Context: an optimization exercise on an open-source flow, tuned for small area and few clock cycles. The choices shown serve that exercise and are no tape-out recipe.
Only simulation tests tie the RTL to the original design; equivalence was not proved.
The clock port is modelled as an ideal driver; clocking choices that lean on that would not hold on a real chip.
Power and IR drop assume default switching activity.

Design adf4350_enc, start of the top module:
module adf4350_enc (
    input  wire        clk,
    input  wire        rst,          
    input  wire        cmd_valid,
    output wire        ready,
    input  wire [3:0]  cmd_op,
    input  wire [31:0] cmd_a,
    input  wire [15:0] cmd_b,
    output reg  [31:0] result,
    output wire        fault,
    output wire [1:0]  fault_code,
    output wire        cs_n,
    output wire        sclk,
    output reg         sdata
);
Size in the first run: roughly 130 flip-flops, roughly 94 I/O pins, ~6900 um^2 of cells after synthesis.
Settings: LEC_CHECK=0, CAP_MARGIN=20, CORE_MARGIN=2, CORE_UTILIZATION=70, SLEW_MARGIN=20; clock period 10.0 ns.
standard.sh (not shown) runs the stock make flow with config.mk's settings and CLKGATE_MAP_FILE= SYNTH_SCRIPT=/design/flow/synth_recipe.tcl, a recipe that flattens the netlist after the stock synthesis.
==> flow/flow/run.sh <==
#!/bin/bash
# The standard layout (standard.sh), with two changes made through ORFS's own
# variables: the port buffers are buf_1 cells, and CTS inserts no dummy loads
# and builds the tree from clkbuf_8 cells.
set -euo pipefail
export BUFFER_PORTS_ARGS="-buffer_cell sky130_fd_sc_hd__buf_1"
export CTS_ARGS="-sink_clustering_enable -repair_clock_nets -dont_use_dummy_load -buf_list sky130_fd_sc_hd__clkbuf_4"
bash standard.sh > standard.log 2>&1
The first run finished clean.
Testbench counts at the start, summed over its fixed seeds: cycles 427,413.
Change:
--- a/flow/flow/run.sh
+++ b/flow/flow/run.sh
@@ -5,4 +5,4 @@
 set -euo pipefail
 export BUFFER_PORTS_ARGS="-buffer_cell sky130_fd_sc_hd__buf_1"
-export CTS_ARGS="-sink_clustering_enable -repair_clock_nets -dont_use_dummy_load -buf_list sky130_fd_sc_hd__clkbuf_4"
+export CTS_ARGS="-sink_clustering_enable -repair_clock_nets -dont_use_dummy_load -buf_list sky130_fd_sc_hd__clkbuf_8"
 bash standard.sh > standard.log 2>&1
Outcome: Clock power grows by about 37%. Final area grows by about 1.4%. Cell count does not change. Core utilization grows by 1.1 points. Sequential power stays flat. Synthesized area is unchanged. Hold slack is about the same. Non-clock buffer count is unchanged. Wire length grows by about 0.35%. Via count shrinks by 0.80%.
Change:
==> flow/flow/run.sh (replaced) <==
#!/bin/bash
# The standard layout (standard.sh) with these changes:
# - synthesis maps the logic with flow/abc.script in place of ORFS's
#   abc_speed.script (everything else in synthesis is unchanged, so the
#   registers are the standard synthesis's);
# - the port buffers are buf_1 cells;
# - CTS builds the tree from clkbuf_4 cells and inserts no dummy loads.
set -euo pipefail
here=$(pwd)
rm -rf "$here/scripts_abc"
cp -r "$FLOW_HOME/scripts" "$here/scripts_abc"
cp "$here/flow/abc.script" "$here/scripts_abc/abc_speed.script"
export BUFFER_PORTS_ARGS="-buffer_cell sky130_fd_sc_hd__buf_1"
export CTS_ARGS="-sink_clustering_enable -repair_clock_nets -dont_use_dummy_load -buf_list sky130_fd_sc_hd__clkbuf_4"
SCRIPTS_DIR="$here/scripts_abc" bash standard.sh synth > synth.log 2>&1
bash standard.sh > standard.log 2>&1
==> flow/flow/abc.script (new file) <==
strash
&get -n
&st
&deepsyn -T 20
&put
strash
&get -n
&dch -f
&nf
&put
topo
stime -c
dnsize -c
After rerunning: The changed run ran to the end with no violations. Final area is lower by 6.1%. Total power went down by 11%. Sequential share of layout area goes up by 2.9 points. Cell count shrinks by 6.4%. Global-route usage goes down by 2.1 points. Via count fell by 5.7%. Worst setup slack improves by 94 ps. Routed wire length came out lower by 9.9%. Synthesized area goes down by 6.1%.

## run 1
The RTL this note starts from:
==> flow/design.v <==
module adf4350_enc (
    input  wire        clk,
    input  wire        rst,          
    input  wire        cmd_valid,
    output wire        ready,
    input  wire [3:0]  cmd_op,
    input  wire [31:0] cmd_a,
    input  wire [15:0] cmd_b,
    output reg  [31:0] result,
    output wire        fault,
    output wire [1:0]  fault_code,
    output wire        cs_n,
    output wire        sclk,
    output reg         sdata
);
    localparam [3:0] OP_INIT        = 4'h1;
    localparam [3:0] OP_SET_FREQ    = 4'h2;
    localparam [3:0] OP_GET_FREQ    = 4'h3;
    localparam [3:0] OP_SET_PD      = 4'h4;
    localparam [3:0] OP_SET_RF_EN   = 4'h5;
    localparam [3:0] OP_SET_AUX_EN  = 4'h6;
    localparam [3:0] OP_SET_RF_PWR  = 4'h7;
    localparam [3:0] OP_SET_AUX_PWR = 4'h8;
    localparam [3:0] OP_SET_FB_TYPE = 4'h9;
    reg [1:0]  status;
    wire       initd = status[0];
    reg [31:0] fkhz;         
    reg [15:0] ref_mhz;      
    reg        fb;
    reg        pd;
    reg        aux_en;
    reg        rf_en;
    reg [1:0]  aux_pwr;
    reg [1:0]  rf_pwr;
    reg [2:0]  frame;        
    reg [6:0]  cyc;          
    reg [3:0]  ra;           
    reg [6:0]  rb;           
    reg [15:0] rc;           
    assign fault      = status[1];
    assign fault_code = {status[1] & status[0], status[1] & !status[0]};
    wire   busy       = !(frame[2] && frame[1]);    
    assign ready      = !busy && !fault;
    function [18:0] radd;
        input [17:0] a;
        input [17:0] b;
        input        ci;
        integer i;
        reg c;
        begin
            c = ci;
            for (i = 0; i < 18; i = i + 1) begin
                radd[i] = a[i] ^ b[i] ^ c;
                c = (a[i] & b[i]) | (c & (a[i] ^ b[i]));
            end
            radd[18] = c;
        end
    endfunction
    localparam [16:0] T0 = 17'd68750;
    function lt_t0;
        input [16:0] v;
        integer i;
        reg lt, eq;
        begin
            lt = 1'b0;
            eq = 1'b1;
            for (i = 16; i >= 0; i = i - 1) begin
                if (T0[i])
                    lt = lt | (eq & !v[i]);
                eq = eq & (v[i] == T0[i]);
            end
            lt_t0 = lt;
        end
    endfunction
    wire [5:0] lt;
    genvar k;
    generate
        for (k = 0; k < 6; k = k + 1) begin : g_lt
            assign lt[k] = (fkhz[31:17+k] == 0) && lt_t0(fkhz[16+k:k]);
        end
    endgenerate
    reg [2:0] div;
    always @(*) begin
        if      (lt[0]) div = 3'd6;
        else if (lt[1]) div = 3'd5;
        else if (lt[2]) div = 3'd4;
        else if (lt[3]) div = 3'd3;
        else if (lt[4]) div = 3'd2;
        else if (lt[5]) div = 3'd1;
        else            div = 3'd0;
    end
    wire [3:0]  ci  = cyc[4:1];
    wire [4:0]  nj  = {frame[0], ~ci};
    wire [18:0] fis = radd({13'd0, nj}, {13'd0, 2'b11, ~div}, 1'b1);
    wire [4:0]  fi  = fis[4:0];
    wire        nb  = fkhz[fi];
    wire [4:0]  xa   = {ra, nb};
    wire        qa   = xa[4] | (xa[3] & (xa[2] | xa[1]));              
    wire [18:0] xa6  = radd({14'd0, xa[3:0]}, 18'd6, 1'b0);            
    wire [3:0]  ra_n = qa ? xa6[3:0] : xa[3:0];
    wire [7:0]  xb   = {rb, qa};
    wire        qb   = xb[7] | (xb[6] & xb[5] & (xb[4] | xb[3] | xb[2]));  
    wire [18:0] xb28 = radd({11'd0, xb[6:0]}, 18'd28, 1'b0);           
    wire [6:0]  rb_n = qb ? xb28[6:0] : xb[6:0];
    wire [16:0] xc   = {rc, qb};
    wire [18:0] dc   = radd({1'b0, xc}, {2'b01, ~ref_mhz}, 1'b1);      
    wire        qc   = dc[17];                                         
    wire [15:0] rc_n = qc ? dc[15:0] : xc[15:0];
    wire [9:0]  mx  = frame[0] ? ref_mhz[9:0] : rc[9:0];
    wire [6:0]  ma  = frame[0] ? 7'd0 : rb;
    wire        mi  = !frame[0] && (ra[3] | (ra[2] & (ra[1] | ra[0])));   
    wire [18:0] t3  = radd({8'd0, mx}, {7'd0, mx, 1'b0}, 1'b0);           
    wire [18:0] t25 = radd({8'd0, mx}, {5'd0, t3[9:0], 3'd0}, 1'b0);      
    wire [18:0] ys  = radd({6'd0, t25[9:0], 2'd0}, {11'd0, ma}, mi);
    wire [11:0] y   = ys[11:0];
    wire [31:0] w0 = {1'b0, {16{qc}}, y, 3'd0};
    wire [31:0] w1 = {4'b0000, 1'b1, 12'd1, y, 3'd1};
    wire [31:0] w2 = {1'b0, 2'b11, 3'b110, 11'd0, 1'b1, 1'b0, 4'b1110,
                      2'b00, 1'b1, pd, 2'b00, 3'd2};
    wire [31:0] w3 = {17'd0, 12'd150, 3'd3};
    wire [31:0] w4 = {8'd0, fb, div, 8'd200, 3'b000, aux_en, aux_pwr,
                      rf_en, rf_pwr, 3'd4};
    wire [31:0] w5 = {8'd0, 2'b01, 1'b0, 2'b11, 16'd0, 3'd5};
    reg  [31:0] wsel;
    always @(*) begin
        case (frame)
            3'd0:    wsel = w0;
            3'd1:    wsel = w1;
            3'd2:    wsel = w2;
            3'd3:    wsel = w3;
            3'd4:    wsel = w4;
            default: wsel = w5;
        endcase
    end
    wire [31:0] wnext;
    genvar g;
    generate
        for (g = 0; g < 31; g = g + 1) begin : g_wn
            assign wnext[g] = wsel[30 - g];
        end
    endgenerate
    assign wnext[31] = 1'b0;
    wire nxt = wnext[cyc[5:1]];
    wire accept  = cmd_valid && ready;
    wire op_ok   = (cmd_op >= OP_INIT) && (cmd_op <= OP_SET_FB_TYPE);
    wire is_init = (cmd_op == OP_INIT);
    wire b_zero  = (cmd_b == 16'd0);
    wire no_init = op_ok && !is_init && !initd;
    wire ref_bad = is_init && b_zero;
    wire commit  = op_ok && (cmd_op != OP_GET_FREQ) && !no_init && !ref_bad;
    wire a_nz = |cmd_a;
    wire [1:0] a_sat = (|cmd_a[31:2]) ? 2'd3 : cmd_a[1:0];
    assign cs_n = !busy || (cyc[6] && cyc[0]);
    assign sclk = busy && cyc[0] && !cyc[6];
    wire [18:0] cyc_s = radd({11'd0, cyc}, 18'd1, 1'b0);
    wire step = busy && cyc[0] && (cyc[6:5] == 2'b00) && (frame[2:1] == 2'b00);
    always @(posedge clk) begin
        if (rst) begin
            frame       <= 3'd7;
            status      <= 2'd0;
            fb          <= 1'b0;
            pd          <= 1'b0;
            aux_en      <= 1'b0;
            rf_en       <= 1'b0;
            aux_pwr     <= 2'd0;
            rf_pwr      <= 2'd0;
        end else begin
            if (accept) begin
                if (no_init)
                    status <= 2'd2;
                else if (ref_bad)
                    status <= 2'd3;
                else if (is_init)
                    status <= 2'd1;
                if (commit)
                    frame <= 3'd5;
                case (cmd_op)
                    OP_SET_PD:      pd      <= a_nz;
                    OP_SET_RF_EN:   rf_en   <= a_nz;
                    OP_SET_AUX_EN:  aux_en  <= a_nz;
                    OP_SET_RF_PWR:  rf_pwr  <= a_sat;
                    OP_SET_AUX_PWR: aux_pwr <= a_sat;
                    OP_SET_FB_TYPE: fb      <= a_nz;
                    default: ;
                endcase
            end
            if (busy && cyc[6] && (cyc[0] || frame == 3'd0))
                frame <= frame - 3'd1;
        end
    end
    always @(posedge clk) begin
        if (!busy || (cyc[6] && cyc[0]))
            cyc <= 7'd0;
        else
            cyc <= cyc_s[6:0];
        if (!busy || cyc[6])
            sdata <= 1'b0;                       
        else if (cyc[0])
            sdata <= nxt;
    end
    always @(posedge clk) begin
        if (accept && (cmd_op == OP_INIT || cmd_op == OP_SET_FREQ))
            fkhz <= cmd_a;
        if (accept && is_init)
            ref_mhz <= cmd_b;
        if (accept && cmd_op == OP_GET_FREQ)
            result <= fkhz;
    end
    always @(posedge clk) begin
        if (!busy) begin
            ra <= 4'd0;
            rb <= 7'd0;
            rc <= 16'd0;
        end else if (step) begin
            ra <= ra_n;
            rb <= rb_n;
            rc <= rc_n;
        end
    end
endmodule
export LEC_CHECK = 0
export CAP_MARGIN = 20
export CORE_MARGIN = 2
export CORE_UTILIZATION = 70
export SLEW_MARGIN = 20
create_clock -name core_clock -period 10.0 [get_ports {clk}]
==> flow/flow/run.sh <==
#!/bin/bash
# The standard layout (standard.sh) with these changes:
# - synthesis maps the logic with flow/abc.script in place of ORFS's
#   abc_speed.script (everything else in synthesis is unchanged, so the
#   registers are the standard synthesis's);
# - the port buffers are buf_1 cells;
# - CTS builds the tree from clkbuf_8 cells and inserts no dummy loads;
#   flow/post_cts.tcl then downsizes clock buffers where the flip-flop
#   clock-pin slew stays under 105 ps.
# Each step's full output is in synth.log / standard.log here and in ORFS's
# own logs under orfs/logs.
set -euo pipefail
here=$(pwd)
rm -rf "$here/scripts_abc"
cp -r "$FLOW_HOME/scripts" "$here/scripts_abc"
cp "$here/flow/abc.script" "$here/scripts_abc/abc_speed.script"
export BUFFER_PORTS_ARGS="-buffer_cell sky130_fd_sc_hd__buf_1"
export CTS_ARGS="-sink_clustering_enable -repair_clock_nets -dont_use_dummy_load -buf_list sky130_fd_sc_hd__clkbuf_8"
export POST_CTS_TCL="$here/flow/post_cts.tcl"
export CLK_SLEW_TARGET_PS=105
SCRIPTS_DIR="$here/scripts_abc" bash standard.sh synth > synth.log 2>&1
bash standard.sh > standard.log 2>&1
==> flow/flow/post_cts.tcl <==
# Downsize clock buffers where the flip-flop clock-pin slew stays well under
# the limit: each clkbuf_8 that CTS placed is tried as clkbuf_2 and then
# clkbuf_4, and keeps the first that holds every clock-pin slew at or under
# CLK_SLEW_TARGET_PS with placement parasitics; otherwise it stays clkbuf_8.
set target [expr {[info exists ::env(CLK_SLEW_TARGET_PS)] ? $::env(CLK_SLEW_TARGET_PS) : 105.0}]
set db [ord::get_db]
set block [ord::get_db_block]
proc clk_slew_worst {} {
  set worst 0
  foreach pin [all_registers -clock_pins -edge_triggered] {
    foreach e {rise fall} {
      foreach an {min max} {
        set ps [expr {[sta::time_ui_sta [get_property $pin slew_${an}_$e]] * 1e12}]
        if {$ps > $worst} { set worst $ps }
      }
    }
  }
  return $worst
}
estimate_parasitics -placement
puts "post_cts: clock-pin slew before downsizing [clk_slew_worst] ps"
set bufs {}
foreach inst [$block getInsts] {
  if {[[$inst getMaster] getName] eq "sky130_fd_sc_hd__clkbuf_8"} { lappend bufs $inst }
}
# Leaves first (buffers that drive flip-flops), root last.
set leaves {}; set others {}
foreach inst $bufs {
  set leaf 0
  set net [[$inst findITerm X] getNet]
  foreach it [$net getITerms] { if {[[$it getMTerm] getName] eq "CLK"} { set leaf 1; break } }
  if {$leaf} { lappend leaves $inst } else { lappend others $inst }
}
set orig [$db findMaster sky130_fd_sc_hd__clkbuf_8]
foreach inst [concat $leaves $others] {
  foreach cand {sky130_fd_sc_hd__clkbuf_2 sky130_fd_sc_hd__clkbuf_4} {
    $inst swapMaster [$db findMaster $cand]
    estimate_parasitics -placement
    if {[clk_slew_worst] <= $target} { break }
    $inst swapMaster $orig
  }
}
estimate_parasitics -placement
set n2 0; set n4 0; set n8 0
foreach inst $bufs {
  switch [[$inst getMaster] getName] {
    sky130_fd_sc_hd__clkbuf_2 { incr n2 }
    sky130_fd_sc_hd__clkbuf_4 { incr n4 }
    default { incr n8 }
  }
}
puts "post_cts: clkbuf_2 $n2, clkbuf_4 $n4, clkbuf_8 $n8; clock-pin slew after [clk_slew_worst] ps"
Other scripts of this flow, unchanged in this note and not shown: flow/flow/abc.script
Testbench counts of run 1, summed over its fixed seeds: cycles 427,413.
Inputs modified between run 1 and run 2:
Settings: changing CORE_UTILIZATION from 70 to 85.
### Flow results
- Run status, run 2: aborted in global placement (3_3_place_gp), error GPL-0301
- Comparing run 1 against run 2, there is no change at all in average instance area after synthesis.
- From run 1 to run 2 the numbers moved as follows: number of enable flip-flop cells after synthesis held, height of the chip went down 8.9 µm, horizontal extent of the die went down 8.9 µm.
- XOR/XNOR share of the synthesized area: run 1 vs run 2 identical
- Diff run 2..run 1 | post-synth design cell area | unchanged
- Taking run 1 as the reference, in run 2 number of library cell types mapped by synthesis has remained practically unchanged; net count after synthesis barely changed.
- From run 1 to run 2, adder-cell share of the synthesized area did not move at all.
- Row number of standard-cell rows in the floorplan: run 2 lower / run 1 higher
- Run 2 -> run 1: number of instances in the synthesized netlist delta 0, exact match
Setup changes, run 2 to run 3
Settings: a change of CORE_UTILIZATION from 85 to 70; an added GPL_TIMING_DRIVEN of 0.
==> notes.md <==
- The flow ended early for run 2: it failed with a tool error in global placement (3_3_place_gp).
- Run 3: flow completed, timing, DRC and antenna clean
- Reported for run 2 and run 3, share of the synthesized area in compound gates (AO/OA/AOI/OAI) turned out identical to the last digit.
- Vertical die dimension went up by a little under 10% going from run 2 to run 3.
- Comparing run 2 and run 3, count of standard-cell rows is higher on run 3.
- Initial core utilization (lower): run 3
- Number of input and output port buffers inserted essentially unchanged between run 3 and run 2.
What run 4 does differently from run 3 at the input level:
Settings: GPL_TIMING_DRIVEN removed (was 0).
==> flow/flow/run.sh <==
#!/bin/bash
# The standard layout (standard.sh) with these changes:
# - synthesis maps the logic with flow/abc.script in place of ORFS's
#   abc_speed.script (everything else in synthesis is unchanged, so the
#   registers are the standard synthesis's);
# - the port buffers are buf_1 cells;
# - CTS builds the tree from clkbuf_8 cells and inserts no dummy loads.
set -euo pipefail
here=$(pwd)
rm -rf "$here/scripts_abc"
cp -r "$FLOW_HOME/scripts" "$here/scripts_abc"
cp "$here/flow/abc.script" "$here/scripts_abc/abc_speed.script"
export BUFFER_PORTS_ARGS="-buffer_cell sky130_fd_sc_hd__buf_1"
export CTS_ARGS="-sink_clustering_enable -repair_clock_nets -dont_use_dummy_load -buf_list sky130_fd_sc_hd__clkbuf_8"
SCRIPTS_DIR="$here/scripts_abc" bash standard.sh synth > synth.log 2>&1
bash standard.sh > standard.log 2>&1
removed: flow/flow/post_cts.tcl
Results
- | sequential share of layout area | run 4 vs run 3 | 0.65 points lower |
- [compare] base=run 3 new=run 4: total number of vias lower, final worst slack rose 0.076 ns.
- | number of rows created at floorplan | run 4 vs run 3 | ≈ equal |
- Run 4 vs run 3: pin slew with the least headroom to its limit down in run 4
- Looking only at pre-CTS worst setup slack, and setting everything else aside, the lower value of run 3 and run 4 goes to run 3.
- Taking run 3 as the reference point, the clock period minus final worst setup slack of run 4 falls by 0.076 ns.
- Where wire length is concerned, run 3 is better than run 4.
- [run 4 vs run 3] final setup skew: lower in run 4

re-timing with driven ports:
In the flow no input, the clock included, has a driving cell. The finished layouts below were timed again as built, in two steps.
Step 1 sets driving cells, clkbuf_16 on the clock port and buf_2 on the other inputs (assumed; they add their load-dependent delay and slew).
Step 2, shift: input delay + t, output delay - t, t = (earliest + latest rising clock arrival at the registers) / 2. This alone moves slack from input paths to output paths.
Slacks: ideal ports / drivers / drivers and shift; pairs: ideal ports / drivers.
run | t, ns | slack for setup (ns) | latest minus earliest clock arrival (ns) | worst data-port slew with drivers (ns) | pins driven straight from the clock port
the first run of note 1 | 0.546 | 2.088 / 2.088 / 2.088 | 0.038 / 0.038 | 0.05 | 1
the second run of note 1 | 0.474 | 2.112 / 2.112 / 2.112 | 0.021 / 0.022 | 0.05 | 1
the third run of note 1 | 0.533 | 2.206 / 2.206 / 2.206 | 0.037 / 0.038 | 0.04 | 1
run 1 | 0.414 | 2.117 / 2.117 / 2.117 | 0.043 / 0.043 | 0.04 | 1
run 3 | 0.654 | 2.036 / 2.036 / 2.036 | 0.068 / 0.068 | 0.04 | 1
run 4 | 0.445 | 2.112 / 2.112 / 2.112 | 0.036 / 0.036 | 0.04 | 1
After both steps every run listed still meets setup and hold.
